Background: an optimization exercise with open tools, aiming at small area and a short achievable clock period. Do not read the settings as production practice. At most, simulation tests tie the RTL to the original design; equivalence was not proved. Power figures rest on the tool's default switching activity, not on a simulated workload.

v6:
==> flow/design.v <==
module wfd (
    input  wire        clk,
    input  wire        rst,
    input  wire        start,
    input  wire        s_end,
    input  wire        s_valid,
    input  wire [15:0] s_data,
    input  wire [15:0] cfg_vhigh,
    input  wire [15:0] cfg_vlow,
    input  wire        cfg_reverse,
    input  wire        cfg_invert,
    input  wire        cfg_verbose,
    output wire        s_ready,
    output wire        done,
    output wire        err,
    output wire [1:0]  err_code,
    output wire [2:0]  phase,
    output wire        b_valid,
    output wire [7:0]  b_data,
    output wire        sym_valid,
    output wire        sym,
    output wire [15:0] pre_start,
    output wire [15:0] pre_size,
    output wire [15:0] pre_end,
    output wire [15:0] short_dur,
    output wire [15:0] long_dur,
    output wire [15:0] byte_count,
    output wire        diag_sat,
    output wire        start_seen,
    output wire [2:0]  bitcnt,
    output wire [15:0] run
);
    localparam [2:0] IDLE = 3'd0, PH1 = 3'd1, PH2 = 3'd2, PH3 = 3'd3,
                     DONE = 3'd4, ERR = 3'd5;
    localparam [1:0] E_NONE = 2'd0, E_CAL = 2'd1, E_INPUT = 2'd2, E_RANGE = 2'd3;
    reg [2:0]  ph_q;
    reg [1:0]  ec_q;
    reg [15:0] vhx_q, vlx_q;           
    reg        rev_q, inv_q;
    reg [15:0] pst_q, psz_q, pend_q;
    reg        cal_q;                  
    reg [12:0] q11_q;
    reg [3:0]  r11_q;
    reg [14:0] q3_q;
    reg [1:0]  r3_q;
    reg [15:0] run_q;
    reg        ss_q;
    reg [7:0]  acc_q;
    reg [2:0]  bc_q;
    reg [15:0] bcnt_q;
    reg        dsat_q;
    reg        bv_q, sv_q, sy_q;
    reg [7:0]  bd_q;
    wire [15:0] sx = {~s_data[15], s_data[14:0]};
    wire        in_ph1 = (ph_q == PH1);
    wire        in_ph2 = (ph_q == PH2);
    wire        in_ph3 = (ph_q == PH3);
    wire [16:0] hsum = {1'b0, sx} + {1'b0, ~vhx_q} + {16'd0, in_ph1};
    wire        hi = hsum[16];
    wire        lo = (sx <= vlx_q);
    wire        pst_max = &pst_q;
    wire        psz_max = &psz_q;
    wire        run_max = &run_q;
    wire        run_nz  = |run_q;
    wire        bcnt_max = &bcnt_q;
    wire [16:0] end_sum = {1'b0, pst_q} + {1'b0, psz_q};
    wire        cal_bad = (q11_q == 13'd0);           
    wire [18:0] run5 = {1'b0, run_q, 2'b00} + {3'b000, run_q} + {17'd0, r3_q};
    wire        is_short = run5 < {3'b000, psz_q};
    wire        symbol = ~(is_short ^ rev_q);
    wire [7:0]  acc_n = {acc_q[6:0], symbol};
    wire [7:0]  acc_r = {acc_n[0], acc_n[1], acc_n[2], acc_n[3],
                         acc_n[4], acc_n[5], acc_n[6], acc_n[7]};
    reg [2:0]  ph_n;
    reg [1:0]  ec_n;
    reg [15:0] pst_n, psz_n, pend_n, run_n, bcnt_n;
    reg        cal_n;
    reg [12:0] q11_n;
    reg [3:0]  r11_n;
    reg [14:0] q3_n;
    reg [1:0]  r3_n;
    reg        ss_n, dsat_n, bv_n, sv_n, sy_n;
    reg [7:0]  acc_n_q, bd_n;
    reg [2:0]  bc_n;
    reg        do2;
    always @(*) begin
        ph_n   = ph_q;   ec_n  = ec_q;
        pst_n  = pst_q;  psz_n = psz_q; pend_n = pend_q; cal_n = cal_q;
        q11_n  = q11_q;  r11_n = r11_q; q3_n = q3_q; r3_n = r3_q;
        run_n  = run_q;  bcnt_n = bcnt_q;
        ss_n   = ss_q;   dsat_n = dsat_q;
        acc_n_q = acc_q; bd_n = bd_q; bc_n = bc_q; sy_n = sy_q;
        bv_n   = 1'b0;   sv_n = 1'b0;
        do2    = 1'b0;
        if (s_valid) begin
            if (in_ph1) begin
                if (hi) begin
                    if (pst_max) dsat_n = 1'b1;
                    else pst_n = pst_q + 16'd1;
                end else begin
                    ph_n = PH2;
                    do2  = 1'b1;
                end
            end
            if (in_ph2) do2 = 1'b1;
            if (do2) begin
                if (lo) begin
                    if (psz_max) begin
                        ph_n = ERR;
                        ec_n = E_RANGE;
                    end else begin
                        psz_n = psz_q + 16'd1;
                        if (r11_q == 4'd10) begin
                            r11_n = 4'd0;
                            q11_n = q11_q + 13'd1;
                        end else begin
                            r11_n = r11_q + 4'd1;
                        end
                        if (r3_q == 2'd2) begin
                            r3_n = 2'd0;
                            q3_n = q3_q + 15'd1;
                        end else begin
                            r3_n = r3_q + 2'd1;
                        end
                    end
                end else begin
                    cal_n  = 1'b1;
                    pend_n = end_sum[16] ? 16'hffff : end_sum[15:0];
                    if (end_sum[16]) dsat_n = 1'b1;
                    if (cal_bad) begin
                        ph_n = ERR;
                        ec_n = E_CAL;
                    end else begin
                        ph_n = PH3;
                    end
                end
            end
            if (in_ph3) begin
                if (hi) begin
                    if (!run_max) run_n = run_q + 16'd1;
                end else if (run_nz) begin
                    sy_n = symbol;
                    sv_n = 1'b1;
                    run_n = 16'd0;
                    if (!ss_q) begin
                        ss_n = 1'b1;
                    end else begin
                        acc_n_q = acc_n;
                        if (bc_q == 3'd7) begin
                            bd_n = inv_q ? acc_r : acc_n;
                            bv_n = 1'b1;
                            bc_n = 3'd0;
                            if (bcnt_max) dsat_n = 1'b1;
                            else bcnt_n = bcnt_q + 16'd1;
                        end else begin
                            bc_n = bc_q + 3'd1;
                        end
                    end
                end
            end
        end
        if (s_end) begin
            case (ph_n)
                PH1: begin
                    ph_n = ERR;
                    ec_n = (pst_n == 16'd0) ? E_INPUT : E_CAL;
                end
                PH2: begin
                    ph_n = ERR;
                    ec_n = E_CAL;
                end
                PH3: ph_n = DONE;
                default: ;
            endcase
        end
    end
    always @(posedge clk) begin
        if (rst || start) begin
            ph_q   <= rst ? IDLE : PH1;
            ec_q   <= E_NONE;
            pst_q  <= 16'd0; psz_q <= 16'd0; pend_q <= 16'd0; cal_q <= 1'b0;
            q11_q  <= 13'd0; r11_q <= 4'd0; q3_q <= 15'd0; r3_q <= 2'd0;
            run_q  <= 16'd0; bcnt_q <= 16'd0;
            ss_q   <= 1'b0; dsat_q <= 1'b0;
            acc_q  <= 8'd0; bd_q <= 8'd0; bc_q <= 3'd0; sy_q <= 1'b0;
            bv_q   <= 1'b0; sv_q <= 1'b0;
        end else begin
            ph_q   <= ph_n;   ec_q  <= ec_n;
            pst_q  <= pst_n;  psz_q <= psz_n; pend_q <= pend_n; cal_q <= cal_n;
            q11_q  <= q11_n;  r11_q <= r11_n; q3_q <= q3_n; r3_q <= r3_n;
            run_q  <= run_n;  bcnt_q <= bcnt_n;
            ss_q   <= ss_n;   dsat_q <= dsat_n;
            acc_q  <= acc_n_q; bd_q <= bd_n; bc_q <= bc_n; sy_q <= sy_n;
            bv_q   <= bv_n;   sv_q <= sv_n;
        end
        if (rst) begin
            vhx_q <= 16'h8000; vlx_q <= 16'h8000;
            rev_q <= 1'b0; inv_q <= 1'b0;
        end else if (start) begin
            vhx_q <= {~cfg_vhigh[15], cfg_vhigh[14:0]};
            vlx_q <= {~cfg_vlow[15], cfg_vlow[14:0]};
            rev_q <= cfg_reverse; inv_q <= cfg_invert;
        end
    end
    assign s_ready    = in_ph1 | in_ph2 | in_ph3;
    assign done       = (ph_q == DONE);
    assign err        = (ph_q == ERR);
    assign err_code   = ec_q;
    assign phase      = ph_q;
    assign b_valid    = bv_q;
    assign b_data     = bd_q;
    assign sym_valid  = sv_q;
    assign sym        = sy_q;
    assign pre_start  = pst_q;
    assign pre_size   = psz_q;
    assign pre_end    = pend_q;
    assign short_dur  = {3'd0, q11_q & {13{cal_q}}};
    assign long_dur   = {1'd0, q3_q & {15{cal_q}}};
    assign byte_count = bcnt_q;
    assign diag_sat   = dsat_q;
    assign start_seen = ss_q;
    assign bitcnt     = bc_q;
    assign run        = run_q;
endmodule
export LEC_CHECK = 0
export ABC_AREA = 1
export CAP_MARGIN = 20
export CORE_MARGIN = 2
export CORE_UTILIZATION = 55
export SLEW_MARGIN = 20
export BUFFER_PORTS_ARGS = -buffer_cell sky130_fd_sc_hd__buf_2
create_clock -name core_clock -period 12.0 [get_ports {clk}]
standard.sh (not shown) runs the stock make flow with config.mk's settings and CLKGATE_MAP_FILE= SYNTH_SCRIPT=/design/flow/synth_recipe.tcl, a recipe that flattens the netlist after the stock synthesis.
==> flow/flow/run.sh <==
#!/bin/bash
# Standard layout (the standard.sh) with these changes to how it is made:
# - plain buf_2 cells on the input and output ports, instead of the default
#   delay buffers;
# - no mapping of adders to full/half-adder cells before ABC (ADDER_MAP_FILE
#   empty), so ABC maps all of the logic;
# - timing repair that aims for more setup slack than the clock period needs
#   (flow/margin.txt, ns), so that the layout reaches a shorter period.
set -o pipefail
MARGIN=$(cat flow/margin.txt 2>/dev/null || echo 8)
EXTRA=$(cat flow/extra.txt 2>/dev/null || true)
echo 'export BUFFER_PORTS_ARGS = -buffer_cell sky130_fd_sc_hd__buf_2' >> config.mk
bash standard.sh ADDER_MAP_FILE= SETUP_SLACK_MARGIN=$MARGIN $EXTRA finish > standard.log 2>&1
==> flow/flow/margin.txt <==
7.5
> inputs changed (v6 -> v7)
diff --git a/flow/design.v b/flow/design.v
--- a/flow/design.v
+++ b/flow/design.v
@@ -58,11 +58,45 @@
     wire [16:0] hsum = {1'b0, sx} + {1'b0, ~vhx_q} + {16'd0, in_ph1};
     wire        hi = hsum[16];
     wire        lo = (sx <= vlx_q);
-    wire        pst_max = &pst_q;
-    wire        psz_max = &psz_q;
-    wire        run_max = &run_q;
+    function [16:0] inc16;
+        input [15:0] x;
+        input        cin;
+        reg          c;
+        integer      k;
+        begin
+            c = cin;
+            for (k = 0; k < 16; k = k + 1) begin
+                inc16[k] = x[k] ^ c;
+                c = c & x[k];
+            end
+            inc16[16] = c;
+        end
+    endfunction
+    function [16:0] add16;
+        input [15:0] a, b;
+        input        cin;
+        reg          c;
+        integer      k;
+        begin
+            c = cin;
+            for (k = 0; k < 16; k = k + 1) begin
+                add16[k] = a[k] ^ b[k] ^ c;
+                c = (a[k] & b[k]) | (c & (a[k] ^ b[k]));
+            end
+            add16[16] = c;
+        end
+    endfunction
+    wire [16:0] pst_c   = inc16(pst_q, 1'b1);
+    wire [16:0] psz_c   = inc16(psz_q, 1'b1);
+    wire [16:0] run_c   = inc16(run_q, 1'b1);
+    wire [16:0] bcnt_c  = inc16(bcnt_q, 1'b1);
+    wire [16:0] q11_c   = inc16({3'd0, q11_q}, 1'b1);
+    wire [16:0] q3_c    = inc16({1'd0, q3_q}, 1'b1);
+    wire        pst_max = pst_c[16];
+    wire        psz_max = psz_c[16];
+    wire        run_max = run_c[16];
     wire        run_nz  = |run_q;
-    wire        bcnt_max = &bcnt_q;
+    wire        bcnt_max = bcnt_c[16];
     wire [16:0] end_sum = {1'b0, pst_q} + {1'b0, psz_q};
     wire        cal_bad = (q11_q == 13'd0);           
     wire [18:0] run5 = {1'b0, run_q, 2'b00} + {3'b000, run_q} + {17'd0, r3_q};
@@ -96,7 +130,7 @@
             if (in_ph1) begin
                 if (hi) begin
                     if (pst_max) dsat_n = 1'b1;
-                    else pst_n = pst_q + 16'd1;
+                    else pst_n = pst_c[15:0];
                 end else begin
                     ph_n = PH2;
                     do2  = 1'b1;
@@ -109,16 +143,16 @@
                         ph_n = ERR;
                         ec_n = E_RANGE;
                     end else begin
-                        psz_n = psz_q + 16'd1;
+                        psz_n = psz_c[15:0];
                         if (r11_q == 4'd10) begin
                             r11_n = 4'd0;
-                            q11_n = q11_q + 13'd1;
+                            q11_n = q11_c[12:0];
                         end else begin
                             r11_n = r11_q + 4'd1;
                         end
                         if (r3_q == 2'd2) begin
                             r3_n = 2'd0;
-                            q3_n = q3_q + 15'd1;
+                            q3_n = q3_c[14:0];
                         end else begin
                             r3_n = r3_q + 2'd1;
                         end
@@ -137,7 +171,7 @@
             end
             if (in_ph3) begin
                 if (hi) begin
-                    if (!run_max) run_n = run_q + 16'd1;
+                    if (!run_max) run_n = run_c[15:0];
                 end else if (run_nz) begin
                     sy_n = symbol;
                     sv_n = 1'b1;
@@ -151,7 +185,7 @@
                             bv_n = 1'b1;
                             bc_n = 3'd0;
                             if (bcnt_max) dsat_n = 1'b1;
-                            else bcnt_n = bcnt_q + 16'd1;
+                            else bcnt_n = bcnt_c[15:0];
                         end else begin
                             bc_n = bc_q + 3'd1;
                         end
--- outcome ---
On die outline area: between v6 and v7, it ends up higher for v6.
v7 — peak supply drop about 9% lower, v6 as reference
Comparing v6 and v7, the lower critical path depth was measured on v7.
The endpoint of the worst setup timing path comes out q3_q[6] in one run and ec_q[1] in the other, namely in v6 and v7 respectively.
Portion of total power attributed to combinational logic in v7 is 0.5 points higher than in v6
After detailed routing, v6 needs less wire than v7.
Comparing v6 and v7, the higher number of nets in the layout was measured on v6.
Taking v6 as the reference, in v7 post-synthesis xor/xnor area fraction neither gained nor lost much; sequential share of layout area neither gained nor lost much.
The RTL of v7 was laid out without a check of its function.

## afterwards: timing with drivers on the ports
In the flow no input, the clock included, has a driving cell. The finished layouts below were timed again as built, in two steps. Step 1 sets driving cells, clkbuf_16 on the clock port and buf_2 on the other inputs (assumed; they add their load-dependent delay and slew). Step 2, shift: input delay + t, output delay - t, t = (earliest + latest rising clock arrival at the registers) / 2. This alone moves slack from input paths to output paths. Three values: ideal ports, drivers, drivers and shift; two values: the first two.
run	t (ns)	setup slack, ns	worst setup path at the end	worst slew at a driven data input, ns	cell pins on the clock port's net
v6	0.477	7.707 / 7.731 / 7.254	input to register	0.06	1
v7	0.487	7.585 / 7.601 / 7.114	input to register	0.08	1
After both steps every run listed still meets setup and hold. The setup slack of v7, which loses most, moves by +0.016 ns with the drivers and by -0.471 ns with both steps.
